Source: an optimization exercise on an open RTL-to-GDS flow (aim: small area, a short achievable clock period and few clock cycles). Production flows keep margins and buffers that such runs may drop.
In this exercise RTL edits were held to simulation tests only and were not proved equivalent to the original.
Power figures rest on the tool's default switching activity, not on a simulated workload.

$ cat flow/design.v
module gfd (
    input  wire        clk,
    input  wire        rst,
    input  wire        cmd_valid,
    output wire        cmd_ready,
    input  wire [15:0] cmd,
    input  wire        h_req,
    input  wire        h_we,
    input  wire [9:0]  h_addr,
    input  wire [7:0]  h_wdata,
    output reg  [7:0]  h_rdata,
    output wire        h_ready,
    output wire        busy,
    output wire        fault
);
    localparam [3:0] OP_SHLC    = 4'h1;
    localparam [3:0] OP_DOUBLE  = 4'h2;
    localparam [3:0] OP_XORINTO = 4'h3;
    localparam [3:0] OP_XORTO   = 4'h4;
    localparam [3:0] OP_XORR    = 4'h5;
    localparam [3:0] OP_SETLEN  = 4'h6;
    localparam [1:0] CAUSE_ILLEGAL = 2'd1;
    localparam [1:0] CAUSE_SIZE    = 2'd2;
    localparam [1:0] CAUSE_LENGTH  = 2'd3;
    reg [4095:0] cells;           
    reg [31:0]   lens_q;          
    reg          carry_q;
    reg          fault_q;
    reg [1:0]    cause_q;
    reg          busy_q;
    reg          shift_q;         
    reg          dbl_q;           
    reg          shlc_q;          
    reg          pass_q;          
    reg          xq_q;            
    reg          ph_q;            
    reg          ser_q;           
    reg          cpy_q;           
    reg          first_q;         
    reg [1:0]    rd_q;
    reg [1:0]    rp_q;            
    reg [1:0]    rq_q;            
    reg [7:0]    n_q;             
    reg [1:0]    c_q;             
    reg          cin_q;           
    reg [6:0]    off_q;           
    reg [6:0]    j_q;             
    reg [6:0]    w_q;             
    assign cmd_ready = ~busy_q;
    assign h_ready   = ~busy_q;
    assign busy      = busy_q;
    assign fault     = fault_q;
    wire issue   = cmd_valid && !busy_q && !rst;
    wire host_we = h_req && h_we && !busy_q && !rst && !h_addr[9];
    wire [3:0] c_op = cmd[15:12];
    wire [1:0] c_rd = cmd[11:10];
    wire [1:0] c_ra = cmd[9:8];
    wire [1:0] c_rb = cmd[7:6];
    wire [7:0] c_imm = cmd[7:0];
    wire [7:0] len_rd = lens_q[{c_rd, 3'b000} +: 8];
    wire [7:0] len_ra = lens_q[{c_ra, 3'b000} +: 8];
    wire [7:0] len_rb = lens_q[{c_rb, 3'b000} +: 8];
    wire [7:0] c_off  = len_ra - len_rb;
    reg        c_legal;
    reg [1:0]  c_cause;
    always @(*) begin
        c_legal  = 1'b0;
        c_cause  = 2'd0;
        case (c_op)
            OP_SHLC: begin
                c_legal = (cmd[7:0] == 8'd0);
                if (len_rd != len_ra) c_cause = CAUSE_LENGTH;
            end
            OP_DOUBLE: begin
                c_legal = (cmd[7:0] == 8'd0);
                if (!(len_ra == 8'd8 || len_ra == 8'd16 || len_ra == 8'd32 ||
                      len_ra == 8'd64 || len_ra == 8'd128))
                    c_cause = CAUSE_SIZE;
            end
            OP_XORINTO: begin
                c_legal = (cmd[7:0] == 8'd0);
                if (len_rd < len_ra) c_cause = CAUSE_LENGTH;
            end
            OP_XORTO: begin
                c_legal = (cmd[5:0] == 6'd0);
                if (len_rd < len_rb || len_ra < len_rb) c_cause = CAUSE_LENGTH;
            end
            OP_XORR: begin
                c_legal = (cmd[5:0] == 6'd0);
                if (len_ra < len_rb) c_cause = CAUSE_LENGTH;
            end
            OP_SETLEN: begin
                c_legal = (cmd[9:8] == 2'd0) && (c_imm <= 8'd128);
            end
            default: c_legal = 1'b0;
        endcase
        if (!c_legal) c_cause = CAUSE_ILLEGAL;
    end
    wire [7:0] c_n     = (c_op == OP_XORTO) ? len_rb : len_ra;
    wire       c_ser   = (c_op == OP_XORR) && (c_off != 8'd0) && (len_rb != 8'd0);
    wire [7:0] c_nm1   = c_n - 8'd1;
    wire [7:0] c_offm1 = off_q - 7'd1;
    wire       run   = busy_q && !rst;
    wire [1:0] p_reg = ph_q ? rq_q : rp_q;
    wire [1:0] p_ch  = ser_q ? (ph_q ? w_q[6:5] : j_q[6:5]) : c_q;
    wire [1:0] wr_ch = ser_q ? w_q[6:5] : c_q;
    wire [15:0] p_rsel = busy_q ? (16'd1 << {p_reg, p_ch}) : 16'd0;
    wire [63:0] p_sel;
    wire [255:0] port_p;
    reg  [255:0] t_q;
    always @(posedge clk) begin
        if (ph_q)
            t_q <= port_p;
    end
    wire [255:0] port_t = t_q & {256{run && xq_q}};
    genvar g, k, c;
    generate
        for (g = 0; g < 4; g = g + 1) begin : g_pdec
            gfd_pdec u_pd (.a(h_addr[8:5]), .idle(~busy_q), .rs(p_rsel), .ps(p_sel[16*g +: 16]));
        end
        for (g = 0; g < 32; g = g + 1) begin : g_port
            wire [127:0] b;
            for (k = 0; k < 4; k = k + 1) begin : g_k
                for (c = 0; c < 4; c = c + 1) begin : g_c
                    assign b[(4*k + c)*8 +: 8] = cells[(128*k + 32*c + g)*8 +: 8];
                end
            end
            gfd_sel16 u_p (.b(b), .s(p_sel[16*(g/8) +: 16]), .y(port_p[g*8 +: 8]));
        end
    endgenerate
    wire [31:0] h_lane = h_addr[9] ? 32'd0 : (32'd1 << h_addr[4:0]);
    wire [31:0] j_lane = 32'd1 << j_q[4:0];
    wire [31:0] w_lane = 32'd1 << w_q[4:0];
    wire [7:0]  host_byte;
    wire [7:0]  ser_byte;
    wire [31:0] host_grp;
    wire [31:0] ser_grp;
    generate
        for (g = 0; g < 4; g = g + 1) begin : g_bsel
            gfd_bsel8 u_hsel (.v(port_p[64*g +: 64]), .oh(h_lane[8*g +: 8]), .y(host_grp[8*g +: 8]));
            gfd_bsel8 u_ssel (.v(port_p[64*g +: 64]), .oh(j_lane[8*g +: 8]), .y(ser_grp[8*g +: 8]));
        end
    endgenerate
    assign host_byte = host_grp[7:0] | host_grp[15:8] | host_grp[23:16] | host_grp[31:24];
    assign ser_byte  = ser_grp[7:0] | ser_grp[15:8] | ser_grp[23:16] | ser_grp[31:24];
    wire [3:0] msb_b0 = {cells[3*1024 + 7], cells[2*1024 + 7], cells[1024 + 7], cells[7]};
    wire       top    = msb_b0[rp_q];
    wire [7:0]  rem = n_q - {1'b0, c_q, 5'd0};    
    wire [32:0] therm;                             
    generate
        for (g = 0; g <= 32; g = g + 1) begin : g_therm
            assign therm[g] = (g < rem);
        end
    endgenerate
    wire last_j = (j_q == 7'd0);
    wire sh_e   = run && shift_q;
    wire pass_e = run && pass_q;
    wire ser_e  = run && ser_q && !ph_q;
    wire hw_e   = !busy_q && !rst;
    wire poly_e = run && dbl_q && first_q && top;
    wire [255:0] src;
    wire [31:0]  lmask;
    generate
        for (g = 0; g < 32; g = g + 1) begin : g_lane
            wire cin = (g < 31) ? (port_p[(g+1)*8 + 7] & therm[g+1]) : (cin_q & therm[32]);
            reg  [7:0] poly;
            always @(*) begin
                poly = 8'h00;
                if (poly_e) begin
                    case (n_q)
                        8'd8:   if (g == 7)  poly = 8'h1B;
                        8'd16:  if (g == 15) poly = 8'h87;
                        8'd32:  if (g == 31) poly = 8'h25; else if (g == 30) poly = 8'h04;
                        8'd64:  if (g == 31) poly = 8'h25; else if (g == 30) poly = 8'h01;
                        8'd128: if (g == 31) poly = 8'h43; else if (g == 29) poly = 8'h08;
                        default: poly = 8'h00;
                    endcase
                end
            end
            localparam HASPOLY = (g == 7 || g == 15 || g == 29 || g == 30 || g == 31) ? 1 : 0;
            gfd_lane #(.HASPOLY(HASPOLY)) u_lane (
                .pb(port_p[g*8 +: 8]), .cin(cin), .qb(port_t[g*8 +: 8]), .sbyte(ser_byte), .sh(sh_e),
                .pass(pass_e), .sw(ser_e & w_lane[g]), .hwd(h_wdata), .hw(hw_e), .poly(poly),
                .src(src[g*8 +: 8]));
            assign lmask[g] = ser_q ? w_lane[g] : therm[g];
        end
    endgenerate
    wire [15:0] rc_en = busy_q ? (ph_q ? 16'd0 : (16'd1 << {rd_q, wr_ch})) :
                        (host_we ? (16'd1 << h_addr[8:5]) : 16'd0);
    wire [31:0] lane_en = busy_q ? lmask : h_lane;
    generate
        for (k = 0; k < 4; k = k + 1) begin : g_reg
            for (c = 0; c < 4; c = c + 1) begin : g_chunk
                for (g = 0; g < 32; g = g + 1) begin : g_cell
                    wire cell_en = rst || (rc_en[4*k + c] && lane_en[g]);
                    always @(posedge clk) begin
                        if (cell_en)
                            cells[(128*k + 32*c + g)*8 +: 8] <= src[g*8 +: 8];
                    end
                end
            end
        end
    endgenerate
    always @(posedge clk) begin
        if (rst) begin
            lens_q  <= 32'd0;
            carry_q <= 1'b0;
            fault_q <= 1'b0;
            cause_q <= 2'd0;
            busy_q  <= 1'b0;
            shift_q <= 1'b0;
            dbl_q   <= 1'b0;
            shlc_q  <= 1'b0;
            pass_q  <= 1'b0;
            xq_q    <= 1'b0;
            ph_q    <= 1'b0;
            ser_q   <= 1'b0;
            cpy_q   <= 1'b0;
            first_q <= 1'b0;
            rd_q    <= 2'd0;
            rp_q    <= 2'd0;
            rq_q    <= 2'd0;
            n_q     <= 8'd0;
            c_q     <= 2'd0;
            cin_q   <= 1'b0;
            off_q   <= 7'd0;
            j_q     <= 7'd0;
            w_q     <= 7'd0;
        end else if (busy_q) begin
            if (ph_q) begin
                ph_q <= 1'b0;                        
            end else if (ser_q) begin
                j_q <= j_q - 7'd1;
                w_q <= w_q - 7'd1;
                if (last_j) begin
                    if (cpy_q) begin
                        ser_q  <= 1'b0;
                        pass_q <= 1'b1;
                        xq_q   <= 1'b0;
                        rp_q   <= rq_q;
                        c_q    <= c_offm1[6:5];
                    end else begin
                        busy_q <= 1'b0;
                    end
                end else if (w_q[4:0] == 5'd0) begin
                    ph_q <= 1'b1;                    
                end
            end else begin
                first_q <= 1'b0;
                if (first_q && shlc_q) carry_q <= top;
                cin_q <= port_p[7];
                c_q   <= c_q - 2'd1;
                ph_q  <= xq_q;
                if (c_q == 2'd0) busy_q <= 1'b0;
            end
        end else if (issue && !fault_q) begin
            if (c_cause != 2'd0) begin
                fault_q <= 1'b1;
                cause_q <= c_cause;
            end else if (c_op == OP_SETLEN) begin
                lens_q[{c_rd, 3'b000} +: 8] <= c_imm;
            end else begin
                if (c_op == OP_DOUBLE || c_op == OP_XORR)
                    lens_q[{c_rd, 3'b000} +: 8] <= len_ra;
                rd_q    <= c_rd;
                rp_q    <= c_ra;
                rq_q    <= (c_op == OP_XORINTO) ? c_rd : c_rb;
                shift_q <= (c_op == OP_SHLC) || (c_op == OP_DOUBLE);
                dbl_q   <= (c_op == OP_DOUBLE);
                shlc_q  <= (c_op == OP_SHLC);
                pass_q  <= (c_op != OP_SHLC) && (c_op != OP_DOUBLE);
                xq_q    <= (c_op == OP_XORINTO) || (c_op == OP_XORTO) ||
                           (c_op == OP_XORR && c_off == 8'd0);
                ph_q    <= (c_op == OP_XORINTO) || (c_op == OP_XORTO) ||
                           (c_op == OP_XORR && c_off == 8'd0);
                ser_q   <= 1'b0;
                cpy_q   <= 1'b0;
                first_q <= 1'b1;
                n_q     <= c_n;
                c_q     <= c_nm1[6:5];
                cin_q   <= 1'b0;
                off_q   <= c_off[6:0];
                j_q     <= len_rb[6:0] - 7'd1;
                w_q     <= len_ra[6:0] - 7'd1;
                if (c_ser) begin
                    busy_q <= 1'b1;
                    ser_q  <= 1'b1;
                    cpy_q  <= (c_rd != c_ra);
                    pass_q <= 1'b0;
                    xq_q   <= 1'b1;
                    ph_q   <= 1'b1;
                    rp_q   <= c_rb;
                    rq_q   <= c_ra;
                    n_q    <= c_off;
                end else if (c_n != 8'd0) begin
                    busy_q <= 1'b1;
                end else if (c_op == OP_SHLC) begin
                    carry_q <= 1'b0;
                end
            end
        end
    end
    reg [7:0] misc;
    always @(*) begin
        misc = 8'h00;
        if (h_addr == 10'h200)
            misc = {4'b0000, cause_q, carry_q, fault_q};
        else if (h_addr[9:2] == 8'b1000_0001)
            misc = lens_q[{h_addr[1:0], 3'b000} +: 8];
        h_rdata = host_byte | misc;
    end
endmodule
module gfd_pdec (
    input  wire [3:0]  a,
    input  wire        idle,
    input  wire [15:0] rs,
    output wire [15:0] ps
);
    assign ps = rs | ({16{idle}} & (16'd1 << a));
endmodule
module gfd_sel16 (
    input  wire [127:0] b,
    input  wire [15:0]  s,
    output reg  [7:0]   y
);
    integer i;
    always @(*) begin
        y = 8'h00;
        for (i = 0; i < 16; i = i + 1)
            y = y | (b[i*8 +: 8] & {8{s[i]}});
    end
endmodule
module gfd_bsel8 (
    input  wire [63:0] v,
    input  wire [7:0]  oh,
    output reg  [7:0]  y
);
    integer i;
    always @(*) begin
        y = 8'h00;
        for (i = 0; i < 8; i = i + 1)
            y = y | (v[i*8 +: 8] & {8{oh[i]}});
    end
endmodule
module gfd_lane #(parameter HASPOLY = 0) (
    input  wire [7:0] pb,
    input  wire       cin,
    input  wire [7:0] qb,
    input  wire [7:0] sbyte,
    input  wire       sh,
    input  wire       pass,
    input  wire       sw,
    input  wire [7:0] hwd,
    input  wire       hw,
    input  wire [7:0] poly,
    output wire [7:0] src
);
    wire [7:0] sb = ({8{sh}} & {pb[6:0], cin}) | ({8{pass}} & pb) | ({8{sw}} & sbyte);
    wire [7:0] xb = qb | ({8{hw}} & hwd) | (HASPOLY ? poly : 8'h00);
    assign src = sb ^ xb;
endmodule
$ cat flow/run.sh
#!/bin/bash
# synth_recipe.tcl (not shown) runs the flow's synth.tcl, then flattens the netlist and writes it again
# the make line also repeats each setting of config.mk as NAME=value (left out here)
make -C /OpenROAD-flow-scripts/flow DESIGN_CONFIG=/design/flow/config.mk WORK_HOME=/design/flow/orfs CLKGATE_MAP_FILE= SYNTH_SCRIPT=/design/flow/synth_recipe.tcl finish
$ cat flow/config.mk
export PLATFORM = sky130hd
export DESIGN_NAME = gfd
export DESIGN_NICKNAME = gfd
export VERILOG_FILES = /design/flow/design.v
export SDC_FILE = /design/flow/constraint.sdc
export NUM_CORES = 8
export LEC_CHECK = 0
export ABC_AREA = 0
export CAP_MARGIN = 20
export CORE_MARGIN = 2
export CORE_UTILIZATION = 30
export PLACE_DENSITY = 0.45
export SETUP_SLACK_MARGIN = 5
export SLEW_MARGIN = 20
export SYNTH_HIERARCHICAL = 1
$ cat flow/constraint.sdc
create_clock -name core_clock -period 12.0 [get_ports {clk}]
set_input_delay 2.4000 -clock core_clock [delete_from_list [all_inputs] [get_ports {clk}]]
set_output_delay 2.4000 -clock core_clock [all_outputs]
set_load 0.01 [all_outputs]
==> impl_metrics.json, run 1 <==
{
  "status": "no timing/DRC/antenna violations",
  "synth_ff_type": "edfxtp_1",
  "crit_type": "primary input to primary output",
  "cts.sinks": 4436,
  "routed_wl_um": 731000,
  "start_kind": "primary input",
  "final_cell_area_mm2": 0.218,
  "clk_pin_slew_ns": 0.07,
  "cpMaxStageDelayCell": "or4_4",
  "hold_buffers": 0,
  "hold_viol_final": 0,
  "min_path_type": "flip-flop to flip-flop",
  "tightestPinTransition_ns": 1.31,
  "synth_common_cells": "edfxtp_1, a22o_1, a221oi_1",
  "period_minus_slack_ns": 9.26,
  "antenna_found_initial": 88,
  "worst_ir_drop_vdd_uv": 120,
  "drtIter0Drc": 19500,
  "async_reset_ff_frac": 0,
  "synthCells": 10700,
  "arrival_ns": 6.86,
  "slew_violations": 0,
  "fin_setup_tns_ns": 0,
  "met3_length_um": 81500,
  "drt_pre_antenna_iters": 13,
  "ant_nets": 0,
  "rsz0062_at_grt": "yes",
  "p_per_area_mw_per_mm2": 165,
  "syn_to_final_growth_pct": 21.6,
  "finalPower_mw": 35.9,
  "grt_max_degree": 129,
  "drc_errors": 0,
  "yosysWarningCount": 9,
  "synth_top_area_cell": "edfxtp_1",
  "die_h_um": 777,
  "io_pins": 51,
  "p_leak_nw": 74.7,
  "viasPerCell": 5.95,
  "cp_max_fo": 64,
  "post-route-period-util": 0.772,
  "cp.required_ns": 9.60,
  "synth_seq_area_share": 0.738,
  "grt_pass1_wl_um": 971000,
  "end_kind": "primary output",
  "cts_root_buf": "clkbuf_16",
  "crit_top_cell": "nand4_1",
  "nets": 11900,
  "htree_levels": 5,
  "wl_met2_um": 327000,
  "avgSynthCellArea_um2": 16.7,
  "top_layer_used": "met5",
  "finalSetupViolCount": 0,
  "hpwl_um": 430000,
  "grt_pass1_vias": 114000,
  "max_freq_mhz": 108,
  "wirelength_met1_um": 284000,
  "synthDistinctLibCells": 95,
  "die_x_um": 777,
  "cts_buffers": 470,
  "synth_top_area_frac": 0.729,
  "path_cells": "buf_16, nand2b_2, o21bai_4, buf_12, a22o_1, a221oi_1, nand4_1, a22oi_1, nand4_1, or4_4, a221o_1, buf_2",
  "start_util": 0.300,
  "synth.area.top_cells": "edfxtp_1, a22o_1, a221oi_1",
  "maxSlewHeadroom": 0.123,
  "synth_edf_count": 4352,
  "vias": 120000,
  "utilization": 0.365,
  "synth_area_mm2": 0.179,
  "overflow": 0,
  "clock_skew_ns": 0.0727,
  "hold_depth": 2,
  "insertion_delay_ns": 1.07,
  "clock_path_buffers": 4,
  "port_buffers": 50,
  "core_region_area_mm2": 0.597,
  "num_rows": 284,
  "grt_util_all_layers": 0.229,
  "placed_area_mm2": 0.191,
  "cts_tree": "done",
  "synth-seq-cells": 4436,
  "gp_congestion": 0.929,
  "slowest_delay_ns": 0.73,
  "dieArea_mm2": 0.604,
  "synth_most_common_cell": "edfxtp_1",
  "reg2reg_slack_ns": 4.87,
  "drive_above_1_share": 0.243,
  "wl_per_cell_um": 36.3,
  "cap_violations": 0,
  "rr_worst_depth": 22
}
==> sequential cells by signal (all words and copies together), names as in the netlist, 2 cells and up <==
register,count
rp_q,2
t_q,256
rq_q,2
lens_q,32
w_q,7
rd_q,2
cause_q,2
j_q,7
n_q,8
c_q,2
cells,4096
off_q,7
==> area by class of cell <==
class                           instances  area, um2
Sequential cell                      4436     132000
Inverter                               47        201
Clock inverter                        315       3310
Multi-Input combinational cell       5364      45200
Antenna cell                           59        148
Timing Repair Buffer                 1501      14900
Tap cell                             7865       9840
Clock buffer                          557      12200
Fill cell                           55700     379000
==> placed cells by master (no fill, tap or decap), types with 265 or more instances in the layout <==
master	netlist	layout
a21oi_1	265	265
edfxtp_1	4352	4352
nand4_1	326	326
o21ai_0	485	323
a221oi_2	160	340
a22o_1	1017	1014
a222oi_1	281	281
clkbuf_16	0	483
buf_4	77	1141
a221oi_1	867	662
==> worst paths after layout <==
path | from | to
hold reg to reg | off_q[4] | off_q[4]
setup / recovery | h_addr[5] | h_rdata[1]
hold / removal | off_q[4] | off_q[4]
setup reg to reg | busy_q | cells[1646]
==> where the power goes <==
part | switching, mW | internal, mW
combinational | 2.07 | 0.895
clock | 6.28 | 8.47
sequential | 0.236 | 18.0
==> critical path, delay by kind of cell <==
kind | cells | cell delay (ns)
AND/OR/NAND/NOR | 4 | 2.01
AO/OA/AOI/OAI | 5 | 1.72
buffers and inverters | 3 | 0.58
==> Yosys stat by module, one instance, submodules excluded, a selection <==
module	area, um2	cells	flops+latches
gfd_bsel8	320	48	0
gfd_pdec	226	30	0
gfd_sel16	767	88	0
gfd	145000	6563	4436
==> routing by layer <==
layer | vias up | GRT usage
li1 | 47900 | -
met1 | 62900 | 0.301
met2 | 7437 | 0.354
met3 | 1649 | 0.0631
met4 | 48 | 0.102
met5 | - | 0
==> cells by family (layout without fill, tap and decap cells) <==
| logic type | after synthesis | after routing | synth area share |
|---|---|---|---|
| fa+ha+maj | 33 | 33 | 0.00239 |
| flops | 4436 | 4436 | 0.738 |
| buf+inv | 992 | 2420 | 0.0341 |
| compound gates | 3609 | 3629 | 0.165 |
| simple gates | 1326 | 1328 | 0.0402 |
| xor+xnor | 268 | 268 | 0.0131 |
| other cells | 1 | 83 | 0.0000209 |
| mux | 82 | 82 | 0.00686 |
==> per-stage QoR <==
| stage | hold slack (ns) | cells | setup WS [ns] |
|---|---|---|---|
| final | 0.467 | 20100 | 2.74 |
| after CTS | 0.459 | 19900 | 2.97 |
| after floorplan | 0.426 | 10800 | 4.54 |
| after global routing | 0.485 | 20100 | 2.91 |
| after detailed placement | 0.450 | 18500 | 1.38 |
| after global placement | 0.436 | 18500 | 0.926 |
==> repair_timing <==
item                                   in CTS  in global routing
setup buffers                             531                133
pin swaps                                 364                160
setup endpoints to repair                4104               2520
gates cloned                               46                 16
resized for setup                         530                184
endpoints found under the hold margin       0                  0
Testbench counts, summed over its fixed seeds: cycles 58,011.
==> run 2, diff against run 1 <==
==> flow/config.mk (replaced) <==
export PLATFORM = sky130hd
export DESIGN_NAME = gfd
export DESIGN_NICKNAME = gfd
export VERILOG_FILES = /design/flow/design.v
export SDC_FILE = /design/flow/constraint.sdc
export NUM_CORES = 8
export LEC_CHECK = 0
export ABC_AREA = 0
export CAP_MARGIN = 60
export CORE_MARGIN = 2
export CORE_UTILIZATION = 35
export PLACE_DENSITY = 0.5
export SETUP_SLACK_MARGIN = 5
export SLEW_MARGIN = 60
export SYNTH_HIERARCHICAL = 1
==> run 2 against run 1 <==
Net effect:
- via count fell by 0.55%
- non-clock buffer count rose by 68
- critical endpoint unchanged
- die area fell by 14%
- sequential power barely moved
- hold slack got worse by 0.0075 ns
- wire length fell by 6.8%
- total power fell by 1.7%
- worst setup slack improved by 0.54 ns
- largest cell class unchanged
==> impl_metrics.json, run 2 <==
{
  "status": "no timing/DRC/antenna violations",
  "drtIter0Drc": 19700,
  "die_h_um": 720,
  "slowest_delay_ns": 0.71,
  "fin_setup_tns_ns": 0,
  "syn_to_final_growth_pct": 22.6,
  "synth_top_area_frac": 0.729,
  "finalSetupViolCount": 0,
  "clock_skew_ns": 0.0794,
  "cap_violations": 0,
  "final_common_cell": "edfxtp_1",
  "vias": 119000,
  "drt_pre_antenna_iters": 14,
  "cp_max_fo": 11,
  "synth_top_area_cell": "edfxtp_1",
  "synth-seq-cells": 4436,
  "gp_congestion": 0.957,
  "synth_edf_count": 4352,
  "final_cell_mix": "edfxtp_1, a22o_1, buf_4, a221oi_1, clkbuf_16",
  "cts_buffers": 452,
  "arrival_ns": 6.32,
  "clk_pin_slew_ns": 0.06,
  "insertion_delay_ns": 1.07,
  "reg_top3": "cells: 4096 flops, t_q: 256 flops, lens_q: 32 flops",
  "synth_most_common_cell": "edfxtp_1",
  "cts.sinks": 4436,
  "start_util": 0.352,
  "viasPerCell": 6.28,
  "yosysWarningCount": 9,
  "reg2reg_slack_ns": 5.04,
  "avgSynthCellArea_um2": 16.7,
  "synthDistinctLibCells": 95,
  "hold_depth": 2,
  "rsz0062_at_grt": "yes",
  "path_cells": "buf_16, buf_12, nand3b_1, buf_6, o21bai_4, buf_12, clkbuf_16, a22o_1, a221oi_1, nand4_1, a22oi_1, nand4_1, or4_4, a221o_1, buf_2",
  "routed_wl_um": 681000,
  "hpwl_um": 430000,
  "min_path_type": "flip-flop to flip-flop",
  "synth_common_cells": "edfxtp_1, a22o_1, a221oi_1",
  "start_kind": "primary input",
  "regMostFlops": "cells",
  "num_rows": 262,
  "period_minus_slack_ns": 8.72,
  "hold_viol_final": 0,
  "cp.required_ns": 9.60,
  "p_per_area_mw_per_mm2": 161,
  "cts_root_buf": "clkbuf_16",
  "wl_per_cell_um": 35.9,
  "htree_levels": 5,
  "cpMaxStageDelayCell": "or4_4",
  "drive_above_1_share": 0.270,
  "worstHoldEndpoint": "off_q[4]",
  "synth_area_mm2": 0.179,
  "end_kind": "primary output",
  "post-route-period-util": 0.727,
  "rr_worst_depth": 21,
  "grt_util_all_layers": 0.250,
  "grt_max_degree": 110,
  "cts_tree": "done",
  "r2r_start": "ph_q",
  "r2r_end": "cells[140]",
  "num-fill-cells": 44400,
  "max_freq_mhz": 115,
  "grt_pass1_wl_um": 925000,
  "slew_violations": 0,
  "io_pins": 51,
  "clock_path_buffers": 4,
  "drc_errors": 0,
  "maxSlewHeadroom": 0.498,
  "antenna_found_initial": 58,
  "synth_seq_area_share": 0.738,
  "core_region_area_mm2": 0.510,
  "largest_register_ffs": 4096,
  "worstHoldStart": "off_q[4]",
  "p_leak_nw": 74.9,
  "final_cell_area_mm2": 0.220,
  "synthCells": 10700,
  "overflow": 0,
  "die_x_um": 720,
  "synth_ff_type": "edfxtp_1",
  "grt_pass1_vias": 115000,
  "nets": 11900,
  "crit_type": "primary input to primary output",
  "port_buffers": 50,
  "async_reset_ff_frac": 0,
  "tightestPinTransition_ns": 0.753,
  "synth.area.top_cells": "edfxtp_1, a22o_1, a221oi_1",
  "ant_nets": 0,
  "worst_ir_drop_vdd_uv": 131,
  "placed_area_mm2": 0.196,
  "dieArea_mm2": 0.518
}
[run 2: cell counts after synthesis]
No cell type changed its count.
[run 2: worst max path at each step]
| stage | to | depth (start not counted) | startpoint |
|---|---|---|---|
| 6_report | h_rdata[1] | 15 | h_addr[6] |
| 5_1_grt | h_rdata[3] | 16 | h_addr[6] |
| 4_1_cts | h_rdata[0] | 16 | h_addr[6] |
| 3_5_place_dp | h_rdata[3] | 15 | h_addr[5] |
| 3_3_place_gp | h_rdata[5] | 14 | h_addr[6] |
| 2_1_floorplan | h_rdata[0] | 14 | ph_q |
[run 2: repair_timing]
item / 4_1_cts / 5_1_grt
pin swaps: 233 / 98
resized for setup: 493 / 199
hold buffers: 0 / 0
hold endpoints to repair: 0 / 0
buffers inserted: 358 / 61
gates cloned: 27 / 16
setup endpoints to repair: 3034 / 161
[run 2: kinds of logic (layout without fill, tap and decap cells)]
logic type                 after synthesis  count (layout)  share of synthesized area
other                                    1              48                  0.0000209
adders and majority gates               33              33                    0.00239
AOI/OAI and AO/OA                     3609            3611                      0.165
muxes                                   82              82                    0.00686
buffers and inverters                  992            2461                     0.0341
xor gates and xnor gates               268             268                     0.0131
DFF                                   4436            4436                      0.738
and+or+nand+nor                       1326            1326                     0.0402
[run 2: area by class of cell]
type	instances	area, um2	area share
Antenna cell	24	60.1	0.000273
Clock buffer	540	11800	0.0535
Clock inverter	305	3030	0.0138
Inverter	47	199	0.000905
Multi-Input combinational cell	5344	49000	0.223
Sequential cell	4436	132000	0.602
Tap cell	6732	8420	0.0383
Timing Repair Buffer	1569	15000	0.0683
[run 2: report_power, final]
group / total (mW) / switching, mW / internal, mW
sequential: 18.2 / 0.248 / 18.0
clock: 14.2 / 6.14 / 8.06
combinational: 2.89 / 2.04 / 0.858
total: 35.3 / 8.43 / 26.9
[run 2: per-layer routing]
metal | share of wire | global-route usage
met5 | 0.00020 | 0
met4 | 0.052 | 0.110
met3 | 0.12 | 0.0651
met2 | 0.45 | 0.385
met1 | 0.39 | 0.335
[run 2: per-module statistics from Yosys, one instance, submodules excluded, a selection]
module | area (um2) | flops+latches | cells
gfd_pdec | 226 | 0 | 30
gfd_sel16 | 767 | 0 | 88
gfd | 145000 | 4436 | 6563
gfd_bsel8 | 320 | 0 | 48
[run 2: stage by stage]
stage                     std cells  setup WS (ns)  hold WS (ns)   util  total power [mW]
after floorplan               10800           4.54         0.426      -              19.5
final                         19000           3.28         0.459  0.431              35.3
after CTS                     18900           3.36         0.459  0.426              35.3
after detailed placement      17600           1.62         0.450  0.385              20.9
after global routing          19000           3.36         0.469  0.431              36.1
after global placement        17300          0.488         0.435  0.371              20.7
[run 2: critical path: cells and delay by family]
family	cells	cell delay [ns]
simple gates	4	1.70
buf+inv	6	0.93
compound gates	5	1.27
==> run 3, diff against run 2 <==
--- a/flow/design.v
+++ b/flow/design.v
@@ -100,12 +100,16 @@
     wire       c_ser   = (c_op == OP_XORR) && (c_off != 8'd0) && (len_rb != 8'd0);
     wire [7:0] c_nm1   = c_n - 8'd1;
     wire [7:0] c_offm1 = off_q - 7'd1;
+    wire       c_xor   = (c_op == OP_XORINTO) || (c_op == OP_XORTO) ||
+                         (c_op == OP_XORR && c_off == 8'd0);
+    wire       c_zero  = (c_op == OP_XORINTO) ? (c_rd == c_ra) :
+                         (c_op == OP_XORTO || c_op == OP_XORR) ? (c_ra == c_rb) : 1'b0;
     wire       run   = busy_q && !rst;
     wire [1:0] p_reg = ph_q ? rq_q : rp_q;
     wire [1:0] p_ch  = ser_q ? (ph_q ? w_q[6:5] : j_q[6:5]) : c_q;
     wire [1:0] wr_ch = ser_q ? w_q[6:5] : c_q;
     wire [15:0] p_rsel = busy_q ? (16'd1 << {p_reg, p_ch}) : 16'd0;
-    wire [63:0] p_sel;
+    wire [127:0] p_sel;
     wire [255:0] port_p;
     reg  [255:0] t_q;
     always @(posedge clk) begin
@@ -115,7 +119,7 @@
     wire [255:0] port_t = t_q & {256{run && xq_q}};
     genvar g, k, c;
     generate
-        for (g = 0; g < 4; g = g + 1) begin : g_pdec
+        for (g = 0; g < 8; g = g + 1) begin : g_pdec
             gfd_pdec u_pd (.a(h_addr[8:5]), .idle(~busy_q), .rs(p_rsel), .ps(p_sel[16*g +: 16]));
         end
         for (g = 0; g < 32; g = g + 1) begin : g_port
@@ -125,23 +129,21 @@
                     assign b[(4*k + c)*8 +: 8] = cells[(128*k + 32*c + g)*8 +: 8];
                 end
             end
-            gfd_sel16 u_p (.b(b), .s(p_sel[16*(g/8) +: 16]), .y(port_p[g*8 +: 8]));
+            gfd_sel16 u_p (.b(b), .s(p_sel[16*(g/4) +: 16]), .y(port_p[g*8 +: 8]));
         end
     endgenerate
     wire [31:0] h_lane = h_addr[9] ? 32'd0 : (32'd1 << h_addr[4:0]);
     wire [31:0] j_lane = 32'd1 << j_q[4:0];
     wire [31:0] w_lane = 32'd1 << w_q[4:0];
-    wire [7:0]  host_byte;
     wire [7:0]  ser_byte;
-    wire [31:0] host_grp;
+    wire [31:0] host_grp_n;                        
     wire [31:0] ser_grp;
     generate
         for (g = 0; g < 4; g = g + 1) begin : g_bsel
-            gfd_bsel8 u_hsel (.v(port_p[64*g +: 64]), .oh(h_lane[8*g +: 8]), .y(host_grp[8*g +: 8]));
+            gfd_bsel8n u_hsel (.v(port_p[64*g +: 64]), .oh(h_lane[8*g +: 8]), .yn(host_grp_n[8*g +: 8]));
             gfd_bsel8 u_ssel (.v(port_p[64*g +: 64]), .oh(j_lane[8*g +: 8]), .y(ser_grp[8*g +: 8]));
         end
     endgenerate
-    assign host_byte = host_grp[7:0] | host_grp[15:8] | host_grp[23:16] | host_grp[31:24];
     assign ser_byte  = ser_grp[7:0] | ser_grp[15:8] | ser_grp[23:16] | ser_grp[31:24];
     wire [3:0] msb_b0 = {cells[3*1024 + 7], cells[2*1024 + 7], cells[1024 + 7], cells[7]};
     wire       top    = msb_b0[rp_q];
@@ -268,11 +270,9 @@
                 shift_q <= (c_op == OP_SHLC) || (c_op == OP_DOUBLE);
                 dbl_q   <= (c_op == OP_DOUBLE);
                 shlc_q  <= (c_op == OP_SHLC);
-                pass_q  <= (c_op != OP_SHLC) && (c_op != OP_DOUBLE);
-                xq_q    <= (c_op == OP_XORINTO) || (c_op == OP_XORTO) ||
-                           (c_op == OP_XORR && c_off == 8'd0);
-                ph_q    <= (c_op == OP_XORINTO) || (c_op == OP_XORTO) ||
-                           (c_op == OP_XORR && c_off == 8'd0);
+                pass_q  <= (c_op != OP_SHLC) && (c_op != OP_DOUBLE) && !c_zero;
+                xq_q    <= c_xor && !c_zero;
+                ph_q    <= c_xor && !c_zero;
                 ser_q   <= 1'b0;
                 cpy_q   <= 1'b0;
                 first_q <= 1'b1;
@@ -300,15 +300,17 @@
             end
         end
     end
-    reg [7:0] misc;
+    reg  [7:0] misc;
+    wire [7:0] rdata;
     always @(*) begin
         misc = 8'h00;
         if (h_addr == 10'h200)
             misc = {4'b0000, cause_q, carry_q, fault_q};
         else if (h_addr[9:2] == 8'b1000_0001)
             misc = lens_q[{h_addr[1:0], 3'b000} +: 8];
-        h_rdata = host_byte | misc;
+        h_rdata = rdata;
     end
+    gfd_rdout u_rdout (.gn(host_grp_n), .misc(misc), .y(rdata));
 endmodule
 module gfd_pdec (
     input  wire [3:0]  a,
@@ -342,6 +344,22 @@
             y = y | (v[i*8 +: 8] & {8{oh[i]}});
     end
 endmodule
+module gfd_bsel8n (
+    input  wire [63:0] v,
+    input  wire [7:0]  oh,
+    output wire [7:0]  yn
+);
+    wire [7:0] y;
+    gfd_bsel8 u_sel (.v(v), .oh(oh), .y(y));
+    assign yn = ~y;
+endmodule
+module gfd_rdout (
+    input  wire [31:0] gn,
+    input  wire [7:0]  misc,
+    output wire [7:0]  y
+);
+    assign y = ~(gn[7:0] & gn[15:8] & gn[23:16] & gn[31:24]) | misc;
+endmodule
 module gfd_lane #(parameter HASPOLY = 0) (
     input  wire [7:0] pb,
     input  wire       cin,
--- a/flow/config.mk
+++ b/flow/config.mk
@@ -9,7 +9,10 @@
 export CAP_MARGIN = 60
 export CORE_MARGIN = 2
 export CORE_UTILIZATION = 35
+export CTS_CLUSTER_DIAMETER = 80
+export CTS_CLUSTER_SIZE = 20
 export PLACE_DENSITY = 0.5
 export SETUP_SLACK_MARGIN = 5
 export SLEW_MARGIN = 60
 export SYNTH_HIERARCHICAL = 1
+export TNS_END_PERCENT = 5
==> run 3 against run 2 <==
Net effect:
- wire length rose by 0.30%
- worst setup slack improved by 0.19 ns
- register-to-register slack got worse by 0.17 ns
- via count fell by 1.6%
- hold slack better by 0.024 ns
- sequential power hardly changed
- count of clock-buffer cells in the layout is 232 lower
- final area is 2.9% lower
- global-route usage about the same
- largest power group unchanged
==> impl_metrics.json, run 3 <==
{
  "largest_register_ffs": 4096,
  "p_seq_frac": 0.582,
  "port_buffers": 50,
  "start_util": 0.352,
  "final_cells": 18600,
  "overflow": 0,
  "htree_levels": 5,
  "synth_area_mm2": 0.182,
  "grt_util_all_layers": 0.250,
  "synthCells": 10900,
  "clock_path_buffers": 4,
  "synth.area.top_cells": "edfxtp_1, a22o_1, a221oi_1",
  "gp_congestion": 0.955,
  "cts.sinks": 4436,
  "crit_type": "primary input to primary output",
  "clk_pin_slew_ns": 0.08,
  "crit_start": "h_addr[6]",
  "dp_cells": 17700,
  "cp_max_fo": 24,
  "worstHoldStart": "off_q[5]",
  "status": "no timing/DRC/antenna violations",
  "synth_top_area_cell": "edfxtp_1",
  "grt_max_degree": 97,
  "utilization": 0.413,
  "hold_viol_final": 0,
  "slowest_delay_ns": 0.55,
  "viasPerCell": 6.31,
  "final_cell_area_mm2": 0.214,
  "final_common_cell": "edfxtp_1",
  "synth-adder-area-share": 0.00235,
  "synth_seq_area_share": 0.728,
  "async_reset_ff_frac": 0,
  "intPower_mw": 23.7,
  "p_sw_mw": 7.88,
  "cpMaxStageDelayCell": "nand4_1",
  "yosysWarningCount": 9,
  "wl_per_cell_um": 36.7,
  "fin_ws_ns": 3.47,
  "cts_root_buf": "clkbuf_16",
  "p_per_area_mw_per_mm2": 148,
  "cts_tree": "done",
  "hold_depth": 2,
  "insertion_delay_ns": 1.05,
  "r2r_start": "ser_q",
  "hold_buffers": 0,
  "synth-xor-area-share": 0.0133,
  "io_pins": 51,
  "die_x_um": 725,
  "post-route-period-util": 0.711,
  "pwr-share-clk": 0.322,
  "antenna_found_initial": 50,
  "dieArea_mm2": 0.525,
  "placed_area_mm2": 0.198,
  "period_minus_slack_ns": 8.53,
  "core_region_area_mm2": 0.517,
  "p_comb_frac": 0.097,
  "num-fill-cells": 45900,
  "synth_most_common_cell": "edfxtp_1",
  "synthDistinctLibCells": 86,
  "finalPower_mw": 31.6,
  "min_path_type": "flip-flop to flip-flop",
  "synth_ff_type": "edfxtp_1",
  "synth_top_area_frac": 0.719,
  "num_rows": 264,
  "nets": 11600,
  "grt_pass1_wl_um": 931000,
  "synthSimpleGateAreaFrac": 0.0388,
  "avgSynthCellArea_um2": 16.7,
  "finalSetupViolCount": 0,
  "hpwl_um": 444000,
  "ant_nets": 0,
  "synth_edf_count": 4352,
  "end_kind": "primary output",
  "cts_buffers": 285,
  "drc_errors": 0,
  "synth_top_family_by_area": "compound AO/OA/AOI/OAI gates",
  "maxSlewHeadroom": 0.536,
  "start_kind": "primary input",
  "arrival_ns": 6.13,
  "p_leak_nw": 70.9,
  "dp_slack_ns": 2.10,
  "slew_violations": 0,
  "worst_ir_drop_vdd_uv": 137,
  "clock_skew_ns": 0.0869,
  "tightestPinTransition_ns": 0.696,
  "drt_pre_antenna_iters": 12,
  "drtIter0Drc": 18300,
  "regMostFlops": "cells",
  "vias": 117000,
  "max_freq_mhz": 117,
  "synth_common_cells": "edfxtp_1, a22o_1, a221oi_1",
  "cp.required_ns": 9.60,
  "grt_pass1_vias": 112000,
  "switching_share": 0.249,
  "routed_wl_um": 683000,
  "final_cell_mix": "edfxtp_1, a22o_1, buf_4, a221oi_1, o21bai_2",
  "die_h_um": 725,
  "rsz0062_at_grt": "yes",
  "rr_worst_depth": 23,
  "reg_top3": "cells: 4096 flops, t_q: 256 flops, lens_q: 32 flops",
  "syn_to_final_growth_pct": 17.5,
  "holdWs_ns": 0.484,
  "synth-compound-area-share": 0.175,
  "muxShareOfSynthArea": 0.00624,
  "drive_above_1_share": 0.251,
  "fin_setup_tns_ns": 0,
  "synth-seq-cells": 4436,
  "path_cells": "bufbuf_16, nand3b_1, buf_4, o31ai_4, buf_4, buf_12, a221oi_1, nand4_1, buf_4, a22oi_2, nand4_1, inv_2, nand4_1, or2_4, buf_6",
  "cap_violations": 0
}
run 3: cell count changes in the layout (fill, tap and decap cells not counted), moves of 84 or more:
cell / change
clkinv_1: -98
a221oi_2: -84
buf_4: -235
a221oi_1: +109
o21bai_2: +362
nand2_1: -111
o21ai_2: -102
o21bai_4: +136
o21ai_0: -179
o21ai_1: -94
clkbuf_16: -180
run 3: routing by layer:
metal  global-route usage  share of wire  vias up
met4                0.109          0.048       32
met5                    0        0.00032        -
li1                     -              -    47200
met2                0.382           0.45     7017
met1                0.338           0.39    61800
met3               0.0646           0.11     1273
run 3: final cells by class:
class	instances	area, um2	area share
Sequential cell	4436	132000	0.620
Clock buffer	308	7290	0.0341
Timing Repair Buffer	1311	12200	0.0574
Tap cell	6916	8650	0.0405
Clock inverter	97	1380	0.00646
Multi-Input combinational cell	5387	51000	0.239
Antenna cell	27	67.6	0.000316
Inverter	119	459	0.00215
run 3: kinds of logic (layout without fill, tap and decap cells):
kind of cell    count (synthesis)  in the layout
buf+inv                      1081           1835
xor+xnor                      276            276
other cells                     1             51
mux                            72             72
compound gates               3744           3745
simple gates                 1237           1237
flops                        4436           4436
fa+ha+maj                      33             33
run 3: worst max-delay path: cells and delay by family:
kind,cells,cell delay (ns)
AO/OA/AOI/OAI,3,0.85
AND/OR/NAND/NOR,5,1.32
buffers and inverters,7,1.47
run 3: Yosys stat by module, one instance, submodules excluded, excerpt:
module	flops+latches	area (um2)	copies in the design	cells
gfd	4436	146000	1	6528
gfd_sel16	0	767	32	88
gfd_bsel8	0	320	8	48
gfd_pdec	0	226	8	30
gfd_rdout	0	100	1	16
gfd_bsel8n	0	30.0	4	8
run 3: what timing repair did:
item	CTS	global route
cloned	16	2
pin swaps	241	49
setup buffers	414	30
resized for setup	374	54
endpoints found under the setup margin	3794	674
run 3: worst paths after layout:
path                                     to  slack (ns)
worst max-delay path             h_rdata[5]        3.47
worst min-delay path               off_q[5]        0.48
worst max register to register  cells[1571]        4.87
worst min register to register     off_q[5]        0.48
run 3: power by group through the flow:
stage	clock (mW)	combinational, mW	sequential (mW)
final	10.2	3.05	18.4
after global routing	10.8	3.10	18.5
after CTS	10.3	2.91	18.4
after detailed placement	0	2.45	18.7
after global placement	0	2.28	18.7
after floorplan	0	1.13	18.6
Testbench counts of run 3, summed over its fixed seeds: cycles 57,500.
==> run 4, diff against run 3 <==
--- a/flow/config.mk
+++ b/flow/config.mk
@@ -11,7 +11,7 @@
 export CORE_UTILIZATION = 35
 export CTS_CLUSTER_DIAMETER = 80
 export CTS_CLUSTER_SIZE = 20
-export PLACE_DENSITY = 0.5
+export PLACE_DENSITY = 0.65
 export SETUP_SLACK_MARGIN = 5
 export SLEW_MARGIN = 60
 export SYNTH_HIERARCHICAL = 1
==> run 4 against run 3 <==
Net effect:
- first-iteration DRC count grew 18%
- synthesized cell count stayed put
- worst setup slack gained 0.20 ns
- die area is the same
- sequential power hardly changed
- maximum frequency increased by 2.4%
- synthesized area is the same
- largest cell class unchanged
==> impl_metrics.json, run 4 <==
{
  "io_pins": 51,
  "synth_area_mm2": 0.182,
  "synthDistinctLibCells": 86,
  "antenna_found_initial": 61,
  "reg2reg_slack_ns": 4.87,
  "hold_buffers": 0,
  "arrival_ns": 5.93,
  "drive_above_1_share": 0.261,
  "crit_start": "h_addr[5]",
  "holdWs_ns": 0.455,
  "num_rows": 264,
  "synth_edf_count": 4352,
  "async_reset_ff_frac": 0,
  "cpMaxStageDelayCell": "a221oi_1",
  "hold_viol_final": 0,
  "cap_violations": 0,
  "yosysWarningCount": 9,
  "crit_top_cell": "nand4_1",
  "synthCells": 10900,
  "reg_top3": "cells: 4096 flops, t_q: 256 flops, lens_q: 32 flops",
  "syn_to_final_growth_pct": 17.4,
  "fin_setup_tns_ns": 0,
  "placed_area_mm2": 0.197,
  "synth_top_area_frac": 0.719,
  "clock_path_buffers": 4,
  "grt_util_all_layers": 0.228,
  "fin_ws_ns": 3.67,
  "viasPerCell": 6.46,
  "routed_wl_um": 633000,
  "dp_cells": 17600,
  "max_freq_mhz": 120,
  "r2r_end": "cells[18]",
  "cp.required_ns": 9.60,
  "clk_pin_slew_ns": 0.08,
  "ant_nets": 0,
  "core_region_area_mm2": 0.517,
  "final_common_cell": "edfxtp_1",
  "rr_worst_depth": 21,
  "die_x_um": 725,
  "cp_max_fo": 17,
  "finalSetupViolCount": 0,
  "min_path_type": "flip-flop to flip-flop",
  "synth-seq-cells": 4436,
  "vias": 120000,
  "synth_ff_type": "edfxtp_1",
  "dieArea_mm2": 0.525,
  "hold_depth": 2,
  "p_per_area_mw_per_mm2": 145,
  "finalPower_mw": 30.9,
  "cts_tree": "done",
  "post-route-period-util": 0.694,
  "regMostFlops": "cells",
  "rsz0062_at_grt": "yes",
  "p_leak_nw": 70.7,
  "final_cell_area_mm2": 0.213,
  "htree_levels": 5,
  "synth.area.top_cells": "edfxtp_1, a22o_1, a221oi_1",
  "wl_per_cell_um": 34.1,
  "synth_most_common_cell": "edfxtp_1",
  "utilization": 0.413,
  "grt_pass1_wl_um": 870000,
  "worstHoldEndpoint": "off_q[3]",
  "slowest_delay_ns": 0.48,
  "hpwl_um": 398000,
  "slew_violations": 0,
  "synth_top_area_cell": "edfxtp_1",
  "tightestPinTransition_ns": 0.743,
  "dp_slack_ns": 2.29,
  "overflow": 0,
  "worstHoldStart": "off_q[3]",
  "nets": 11600,
  "grt_pass1_vias": 111000,
  "synth_seq_area_share": 0.728,
  "clock_skew_ns": 0.0754,
  "die_h_um": 725,
  "status": "no timing/DRC/antenna violations",
  "drc_errors": 0,
  "maxSlewHeadroom": 0.504,
  "largest_register_ffs": 4096,
  "avgSynthCellArea_um2": 16.7,
  "start_util": 0.352,
  "drtIter0Drc": 21500,
  "grt_max_degree": 88,
  "insertion_delay_ns": 1.01,
  "crit_type": "primary input to primary output",
  "path_cells": "buf_16, nor2_1, a21o_4, buf_4, a22o_1, a221oi_1, nand4_1, a22oi_1, nand4_1, inv_1, nand4_1, or2_4, buf_6",
  "start_kind": "primary input",
  "final_cells": 18500,
  "gp_congestion": 0.998,
  "cts.sinks": 4436,
  "end_kind": "primary output",
  "cts_root_buf": "clkbuf_16",
  "period_minus_slack_ns": 8.33,
  "r2r_start": "rp_q[0]",
  "drt_pre_antenna_iters": 15,
  "port_buffers": 50,
  "worst_ir_drop_vdd_uv": 108,
  "synth_common_cells": "edfxtp_1, a22o_1, a221oi_1",
  "cts_buffers": 268,
  "final_cell_mix": "edfxtp_1, a22o_1, buf_4, a221oi_1, o21bai_2"
}
==> run 4: cell types whose count changed in the layout (fill, tap and decap cells not counted), moves of 33 or more <==
cell and change:
a221oi_2 +87, o21bai_2 +58, diode_2 +36, a221oi_1 -106
buf_6 -33, o21bai_4 -56
==> run 4: cell type report <==
cell class                      instances  area, um2
Antenna cell                           63        158
Fill cell                           45300     304000
Clock buffer                          300       7020
Sequential cell                      4436     132000
Multi-Input combinational cell       5387      52100
Clock inverter                         41        659
Tap cell                             6916       8650
Inverter                              119        470
Timing Repair Buffer                 1282      11900
==> run 4: power breakdown <==
| group | internal (mW) | switching (mW) | total, mW |
|---|---|---|---|
| logic | 0.920 | 2.10 | 3.02 |
| registers | 18.1 | 0.299 | 18.4 |
| clock network | 4.32 | 5.12 | 9.44 |
| total | 23.4 | 7.52 | 30.9 |
==> run 4: per-layer routing <==
metal	part of all wire	up-vias	global-route usage
met2	0.43	9319	0.335
li1	-	47100	-
met5	0.00077	-	0
met4	0.065	54	0.124
met3	0.14	2079	0.0811
met1	0.36	61200	0.295
==> run 4: how the worst max path moves through the flow <==
| stage | to | slack, ns | cells after the start |
|---|---|---|---|
| final | h_rdata[4] | 3.67 | 13 |
| after global routing | h_rdata[2] | 3.81 | 14 |
| after CTS | h_rdata[6] | 3.83 | 15 |
| after detailed placement | h_rdata[4] | 2.29 | 13 |
| after global placement | h_rdata[5] | 1.90 | 14 |
| after floorplan | h_rdata[5] | 5.01 | 15 |
==> run 4: critical path, delay by kind of cell <==
kind / cells / cell delay [ns]
AND/OR/NAND/NOR: 5 / 1.32
buffers and inverters: 4 / 0.78
AO/OA/AOI/OAI: 4 / 1.37
==> run 4: per-module statistics from Yosys (local to each module, per instance), a selection <==
module | times used | flops+latches | area [um2]
gfd | 1 | 4436 | 146000
gfd_bsel8 | 8 | 0 | 320
gfd_bsel8n | 4 | 0 | 30.0
gfd_pdec | 8 | 0 | 226
gfd_rdout | 1 | 0 | 100
gfd_sel16 | 32 | 0 | 767
==> run 4: what timing repair did <==
action / in CTS / in global routing
setup buffers: 457 / 45
endpoints found under the setup margin: 3217 / 491
hold endpoints to repair: 0 / 0
pin swaps: 271 / 50
gates cloned: 14 / 5
gates resized for setup: 544 / 140
==> run 4: kinds of logic after synthesis <==
| kind of cell | share of synthesized area |
|---|---|
| simple gates | 0.0388 |
| other cells | 0.0000206 |
| fa+ha+maj | 0.00235 |
| flops | 0.728 |
| buf+inv | 0.0355 |
| xor+xnor | 0.0133 |
| mux | 0.00624 |
| compound gates | 0.175 |
==> run 5, diff against run 4 <==
--- a/flow/config.mk
+++ b/flow/config.mk
@@ -6,13 +6,13 @@
 export NUM_CORES = 8
 export LEC_CHECK = 0
 export ABC_AREA = 0
-export CAP_MARGIN = 60
+export CAP_MARGIN = 40
 export CORE_MARGIN = 2
 export CORE_UTILIZATION = 35
 export CTS_CLUSTER_DIAMETER = 80
 export CTS_CLUSTER_SIZE = 20
 export PLACE_DENSITY = 0.65
 export SETUP_SLACK_MARGIN = 5
-export SLEW_MARGIN = 60
+export SLEW_MARGIN = 40
 export SYNTH_HIERARCHICAL = 1
 export TNS_END_PERCENT = 5
==> run 5 against run 4 <==
Net effect:
- still clean
- global-route usage about the same
- die area unchanged
- cell count decreased by 1.1%
- highest routed layer unchanged
- sequential share of layout area increased by 1.2 points
- clock skew increased by 0.0029 ns
==> impl_metrics.json, run 5 <==
{
  "start_kind": "primary input",
  "cap_violations": 0,
  "final_cell_mix": "edfxtp_1, a22o_1, buf_4, a221oi_1, a221oi_2",
  "regArea_mm2": 0.132,
  "grt_use_met1": 0.294,
  "num_rows": 264,
  "period_minus_slack_ns": 8.42,
  "cts_buffers": 266,
  "cp_num_buf_inv": 3,
  "antenna_found_initial": 62,
  "viasPerCell": 6.46,
  "status": "no timing/DRC/antenna violations",
  "worstHoldStart": "off_q[3]",
  "cp.required_ns": 9.60,
  "clock_skew_ns": 0.0783,
  "routed_wl_um": 630000,
  "nets": 11400,
  "clk_pin_slew_ns": 0.08,
  "critPathCapture": "h_rdata[6]",
  "grt_pass1_wl_um": 867000,
  "grt_pass1_vias": 111000,
  "utilization": 0.405,
  "rsz0062_at_grt": "yes",
  "syn_to_final_growth_pct": 15.1,
  "multi_input_area_mm2": 0.0498,
  "synth_top_area_cell": "edfxtp_1",
  "ant_nets": 0,
  "path_cells": "clkdlybuf4s50_1, nor2b_1, nand3_1, nor2_4, a22oi_2, nand4_1, inv_2, nor2b_1, nand4_1, buf_2",
  "die_x_um": 725,
  "slowest_delay_ns": 0.66,
  "insertion_delay_ns": 1.00,
  "drive_above_1_share": 0.244,
  "gp_congestion": 0.998,
  "use_met2": 0.332,
  "hold_buffers": 0,
  "synthCells": 10900,
  "grt.busiest_layer": "met2",
  "min_path_type": "flip-flop to flip-flop",
  "start_util": 0.352,
  "cpMaxStageDelayCell": "nor2b_1",
  "core_region_area_mm2": 0.517,
  "r2r_end": "cells[2661]",
  "synth_area_mm2": 0.182,
  "synth_ff_type": "edfxtp_1",
  "synth_most_common_cell": "edfxtp_1",
  "maxSlewHeadroom": 0.264,
  "tightestPinTransition_ns": 1.10,
  "synth-seq-cells": 4436,
  "drc_errors": 0,
  "r2r_start": "rp_q[0]",
  "fin_setup_tns_ns": 0,
  "hold_viol_final": 0,
  "end_kind": "primary output",
  "holdWs_ns": 0.455,
  "drtIter0Drc": 21800,
  "cp.depth": 10,
  "grt_max_degree": 187,
  "overflow": 0,
  "vias": 119000,
  "cts_tree": "done",
  "clock_path_buffers": 4,
  "p_leak_nw": 69.5,
  "io_pins": 51,
  "num-fill-cells": 45700,
  "rr_worst_depth": 20,
  "synth_top_area_frac": 0.719,
  "cp_top_family": "simple AND/OR/NAND/NOR gates",
  "final_cells": 18300,
  "slew_violations": 0,
  "largest_register_ffs": 4096,
  "final_common_cell": "edfxtp_1",
  "dp_slack_ns": 2.10,
  "avgSynthCellArea_um2": 16.7,
  "fin_ws_ns": 3.58,
  "dp_cells": 17300,
  "port_buffers": 50,
  "htree_levels": 5,
  "dieArea_mm2": 0.525,
  "synth_edf_count": 4352,
  "post-route-period-util": 0.702,
  "grt_util_all_layers": 0.228,
  "reg_top3": "cells: 4096 flops, t_q: 256 flops, lens_q: 32 flops",
  "p_per_area_mw_per_mm2": 147,
  "reg2reg_slack_ns": 4.28,
  "synth_seq_area_share": 0.728,
  "async_reset_ff_frac": 0,
  "cts.sinks": 4436,
  "hpwl_um": 386000,
  "wl_per_cell_um": 34.4,
  "finalSetupViolCount": 0,
  "grtUsageMet3": 0.0840,
  "cp_max_fo": 9,
  "arrival_ns": 6.02,
  "crit_start": "h_addr[2]",
  "max_freq_mhz": 119,
  "synth.area.top_cells": "edfxtp_1, a22o_1, a221oi_1",
  "crit_type": "primary input to primary output",
  "yosysWarningCount": 9,
  "synthDistinctLibCells": 86,
  "regMostFlops": "cells",
  "synth_common_cells": "edfxtp_1, a22o_1, a221oi_1",
  "drt_pre_antenna_iters": 14,
  "worst_ir_drop_vdd_uv": 111,
  "cts_root_buf": "clkbuf_16",
  "die_h_um": 725
}
[run 5: changes by cell type in the layout (fill, tap and decap cells not counted), moves of 32 or more]
cell	before	now
a221oi_1	598	536
o21bai_1	3	110
buf_4	762	823
xor2_2	4	117
buf_1	115	0
a221oi_2	401	448
o21bai_4	116	41
buf_2	57	9
xor2_4	137	21
o21bai_2	420	388
buf_6	135	85
nor2_1	101	146
[run 5: metrics by stage]
| stage | cell area [um2] | power [mW] |
|---|---|---|
| 2_1_floorplan | 182000 | 19.8 |
| 3_3_place_gp | 189000 | 20.8 |
| 3_5_place_dp | 191000 | 20.9 |
| 4_1_cts | 207000 | 30.5 |
| 5_1_grt | 209000 | 31.3 |
| 6_report | 209000 | 30.7 |
[run 5: where the power goes]
group	switching, mW	total (mW)	internal, mW
clock	5.10	9.28	4.19
combinational	2.09	2.97	0.882
sequential	0.305	18.4	18.1
total	7.49	30.7	23.2
[run 5: repair_timing]
action,CTS,global route
resized for setup,677,120
endpoints found under the setup margin,4104,1843
cloned,20,1
pin swaps,304,59
buffers inserted,531,48
[run 5: worst min path at each step]
stage	slack [ns]	depth (start not counted)	end
floorplan	0.43	2	off_q[4]
global placement	0.44	2	off_q[3]
detailed placement	0.44	2	off_q[3]
CTS	0.45	2	off_q[3]
global route	0.48	2	off_q[2]
finish	0.45	2	off_q[3]
[run 5: cell families (layout without fill, tap and decap cells)]
family / Yosys count / after routing / share of synthesized area
other: 1 / 96 / 0.0000206
AOI/OAI and AO/OA: 3744 / 3745 / 0.175
buffers and inverters: 1081 / 1529 / 0.0355
and+or+nand+nor: 1237 / 1237 / 0.0388
adders and majority gates: 33 / 33 / 0.00235
DFF: 4436 / 4436 / 0.728
muxes: 72 / 72 / 0.00624
xor gates and xnor gates: 276 / 276 / 0.0133
[run 5: cell type report]
class,instances,area share
timing repair buffer,1072,0.0484
tap,6916,0.0414
clock buffer,292,0.0327
inverter,119,0.00222
sequential,4436,0.633
clock inverter,46,0.00308
multi-input combinational,5387,0.238
antenna,72,0.000862
[run 5: per-layer routing]
metal	up-vias	share of wire
met5	-	0.00060
li1	46600	-
met3	1997	0.15
met2	9374	0.43
met1	60600	0.36
met4	40	0.065
[run 5: Yosys stat by module, one instance, submodules excluded, excerpt]
module      area (um2)  flip-flops and latches  times used
gfd             146000                    4436           1
gfd_sel16          767                       0          32
gfd_bsel8          320                       0           8
gfd_pdec           226                       0           8
gfd_rdout          100                       0           1
gfd_bsel8n        30.0                       0           4
[run 5: worst reg2reg max path, stage by stage, from the launching register on]
cell and delay, ns:
dfxtp_1 0.62, nor2_1 0.10, nand2_1 0.09, o21ai_0 0.10
nand2_1 0.29, nor2_2 0.25, buf_4 0.31, o21bai_2 0.28
buf_4 0.28, a22o_1 0.31, a221oi_2 0.32, nand4_1 0.29
buf_4 0.23, buf_4 0.14, a22oi_1 0.31, nand4_1 0.59
or4_4 1.08, buf_4 0.46, a222oi_1 0.38, xor2_1 0.79
buf_4 0.33
==> run 6, diff against run 5 <==
==> flow/config.mk (replaced) <==
export PLATFORM = sky130hd
export DESIGN_NAME = gfd
export DESIGN_NICKNAME = gfd
export VERILOG_FILES = /design/flow/design.v
export SDC_FILE = /design/flow/constraint.sdc
export NUM_CORES = 8
export LEC_CHECK = 0
export ABC_AREA = 0
export CAP_MARGIN = 60
export CORE_MARGIN = 2
export CORE_UTILIZATION = 35
export CTS_CLUSTER_DIAMETER = 90
export CTS_CLUSTER_SIZE = 24
export PLACE_DENSITY = 0.75
export SETUP_SLACK_MARGIN = 5
export SLEW_MARGIN = 60
export SYNTH_HIERARCHICAL = 1
export TNS_END_PERCENT = 5
==> run 6 against run 5 <==
Net effect:
- still clean
- synthesized cell count did not move
- count of clock-buffer cells in the layout fell by 32
- worst setup slack got worse by 0.10 ns
- global-route usage barely moved
- first-iteration DRC count rose by 12%
- cell count rose by 0.52%
- critical path type unchanged
- largest cell class unchanged
==> impl_metrics.json, run 6 <==
{
  "multi_input_area_mm2": 0.0531,
  "maxSlewHeadroom": 0.517,
  "fin_setup_tns_ns": 0,
  "viasPerCell": 6.57,
  "cp.required_ns": 9.60,
  "synth-seq-cells": 4436,
  "cts_buffers": 213,
  "hold_depth": 2,
  "cap_violations": 0,
  "num-fill-cells": 44400,
  "wirelength_met1_um": 212000,
  "path_cells": "buf_16, buf_16, buf_12, nor3b_4, a31o_4, buf_12, a22o_1, a221oi_2, nand4_1, buf_4, a22oi_2, nand4_1, inv_2, nand4_1, or2_4, buf_6",
  "vias": 121000,
  "final_cell_area_mm2": 0.212,
  "synthDistinctLibCells": 86,
  "drt_pre_antenna_iters": 22,
  "crit_start": "h_addr[7]",
  "clk_pin_slew_ns": 0.09,
  "io_pins": 51,
  "gp_congestion": 1.05,
  "antenna_found_initial": 49,
  "grt_pass1_wl_um": 873000,
  "wl_met2_um": 271000,
  "grt_max_degree": 97,
  "largest_register_ffs": 4096,
  "ant_nets": 0,
  "nets": 11500,
  "synthCells": 10900,
  "placed_area_mm2": 0.197,
  "start_kind": "primary input",
  "reg_top3": "cells: 4096 flops, t_q: 256 flops, lens_q: 32 flops",
  "synth_ff_type": "edfxtp_1",
  "synth_top_area_frac": 0.719,
  "max_freq_mhz": 117,
  "core_region_area_mm2": 0.517,
  "hold_viol_final": 0,
  "rr_worst_depth": 21,
  "syn_to_final_growth_pct": 16.6,
  "cp_max_fo": 16,
  "worstHoldStart": "off_q[3]",
  "p_per_area_mw_per_mm2": 140,
  "port_buffers": 50,
  "htree_levels": 4,
  "clock_skew_ns": 0.104,
  "crit_type": "primary input to primary output",
  "synth_top_area_cell": "edfxtp_1",
  "end_kind": "primary output",
  "synth_area_mm2": 0.182,
  "status": "no timing/DRC/antenna violations",
  "synth_seq_area_share": 0.728,
  "synth.area.top_cells": "edfxtp_1, a22o_1, a221oi_1",
  "drive_above_1_share": 0.253,
  "met3_length_um": 101000,
  "final_common_cell": "edfxtp_1",
  "synth_edf_count": 4352,
  "routed_wl_um": 637000,
  "avgSynthCellArea_um2": 16.7,
  "die_h_um": 725,
  "yosysWarningCount": 9,
  "start_util": 0.352,
  "cpMaxStageDelayCell": "nand4_1",
  "insertion_delay_ns": 1.01,
  "min_path_type": "flip-flop to flip-flop",
  "dieArea_mm2": 0.525,
  "hold_buffers": 0,
  "overflow": 0,
  "drtIter0Drc": 24500,
  "grt_pass1_vias": 113000,
  "synth_common_cells": "edfxtp_1, a22o_1, a221oi_1",
  "wl_per_cell_um": 34.6,
  "cts_root_buf": "clkbuf_16",
  "clock_path_buffers": 4,
  "synth_most_common_cell": "edfxtp_1",
  "final_cell_mix": "edfxtp_1, a22o_1, buf_4, a221oi_1, o21bai_2",
  "slowest_delay_ns": 0.49,
  "tightestPinTransition_ns": 0.718,
  "async_reset_ff_frac": 0,
  "cts_tree": "done",
  "arrival_ns": 6.12,
  "regArea_mm2": 0.132,
  "slew_violations": 0,
  "drc_errors": 0,
  "cts.sinks": 4436,
  "post-route-period-util": 0.710,
  "r2r_start": "ph_q",
  "num_rows": 264,
  "finalSetupViolCount": 0,
  "grt_util_all_layers": 0.229,
  "p_leak_nw": 69.5,
  "hpwl_um": 391000,
  "fin_ws_ns": 3.48,
  "top_layer_used": "met5",
  "dp_slack_ns": 2.37,
  "die_x_um": 725,
  "regMostFlops": "cells",
  "rsz0062_at_grt": "yes",
  "worst_ir_drop_vdd_uv": 141,
  "crit_top_cell": "nand4_1",
  "period_minus_slack_ns": 8.52
}
[run 6: cell families (layout without fill, tap and decap cells)]
| family | after synthesis | after routing | synth area share |
|---|---|---|---|
| AOI/OAI and AO/OA | 3744 | 3745 | 0.175 |
| xor gates and xnor gates | 276 | 276 | 0.0133 |
| adders and majority gates | 33 | 33 | 0.00235 |
| buffers and inverters | 1081 | 1643 | 0.0355 |
| DFF | 4436 | 4436 | 0.728 |
| muxes | 72 | 72 | 0.00624 |
| other | 1 | 78 | 0.0000206 |
| and+or+nand+nor | 1237 | 1237 | 0.0388 |
[run 6: layout make-up]
cell class / count / area share
clock buffer: 260 / 0.0263
multi-input combinational: 5387 / 0.251
timing repair buffer: 1237 / 0.0522
clock inverter: 27 / 0.00226
tap: 6916 / 0.0409
antenna: 54 / 0.000638
inverter: 119 / 0.00217
sequential: 4436 / 0.625
[run 6: modules after synthesis (local to each module, per instance), a selection]
module | flops+latches | cells | copies in the design | cell area, um2
gfd_sel16 | 0 | 88 | 32 | 767
gfd_pdec | 0 | 30 | 8 | 226
gfd_rdout | 0 | 16 | 1 | 100
gfd_bsel8n | 0 | 8 | 4 | 30.0
gfd_bsel8 | 0 | 48 | 8 | 320
gfd | 4436 | 6528 | 1 | 146000
[run 6: report_power, final]
group,switching [mW],leakage [nW],internal [mW]
sequential,0.313,43.8,18.1
clock,4.82,2.92,3.40
combinational,2.18,22.8,0.902
[run 6: timing repair]
| action | in CTS | in global routing |
|---|---|---|
| setup endpoints to repair | 3562 | 1090 |
| gates resized for setup | 525 | 85 |
| setup buffers | 427 | 35 |
| pin swaps | 268 | 63 |
| cloned | 17 | 7 |
[run 6: critical path, delay by kind of cell]
kind | cells | cell delay [ns]
and+or+nand+nor | 5 | 1.39
buffers and inverters | 7 | 1.27
AOI/OAI and AO/OA | 4 | 0.96
[run 6: metal layers]
| metal | vias to the layer above | global-route usage |
|---|---|---|
| li1 | 46800 | - |
| met1 | 60600 | 0.285 |
| met2 | 11200 | 0.332 |
| met3 | 2586 | 0.0859 |
| met4 | 52 | 0.149 |
| met5 | - | 0.00671 |
[run 6: final timing paths]
| path | endpoint | slack [ns] |
|---|---|---|
| worst min-delay path | off_q[3] | 0.46 |
| worst min register to register | off_q[3] | 0.46 |
| worst max-delay path | h_rdata[2] | 3.48 |
| worst max register to register | cells[594] | 4.77 |
[run 6: metrics by stage]
stage / util / hold slack, ns / cells / power [mW]
2_1_floorplan: - / 0.426 / 10900 / 19.8
3_3_place_gp: 0.364 / 0.435 / 17300 / 20.8
3_5_place_dp: 0.381 / 0.446 / 17600 / 21.0
4_1_cts: 0.405 / 0.456 / 18300 / 29.4
5_1_grt: 0.410 / 0.463 / 18400 / 30.2
6_report: 0.410 / 0.459 / 18400 / 29.7

port drivers added, routing unchanged:
How much do the figures lean on ideal ports? The routed layouts below were timed once more, with nothing changed but the port constraints.
Step 1 (the two cells are an assumption about what drives the block):
set clk [get_ports {clk}]
set_driving_cell -lib_cell sky130_fd_sc_hd__clkbuf_16 $clk
set_driving_cell -lib_cell sky130_fd_sc_hd__buf_2 [delete_from_list [all_inputs] $clk]
Step 2 times the ports against the registers' clock, not the clock port: input delays grow and output delays shrink by t, the midpoint of the rising clock arrivals with the driver on.
Three values: no drivers, after step 1, after step 2; two values: the first two.
run	shift t [ns]	slack for setup (ns)	hold WS [ns]
run 1	1.147	2.741 / 2.273 / 2.273	0.467 / 0.467 / 0.467
run 2	1.161	3.279 / 2.856 / 2.856	0.459 / 0.459 / 0.459
run 3	1.123	3.471 / 3.106 / 3.106	0.484 / 0.484 / 0.484
run 4	1.078	3.671 / 3.162 / 3.138	0.455 / 0.455 / 0.455
run 5	1.079	3.580 / 3.116 / 2.657	0.455 / 0.455 / 0.455
run 6	1.089	3.476 / 3.149 / 3.149	0.459 / 0.459 / 0.459
After both steps every run listed still meets setup and hold. For run 5, which loses most, drivers alone change the setup slack by -0.464 ns; drivers and shift together by -0.923 ns.
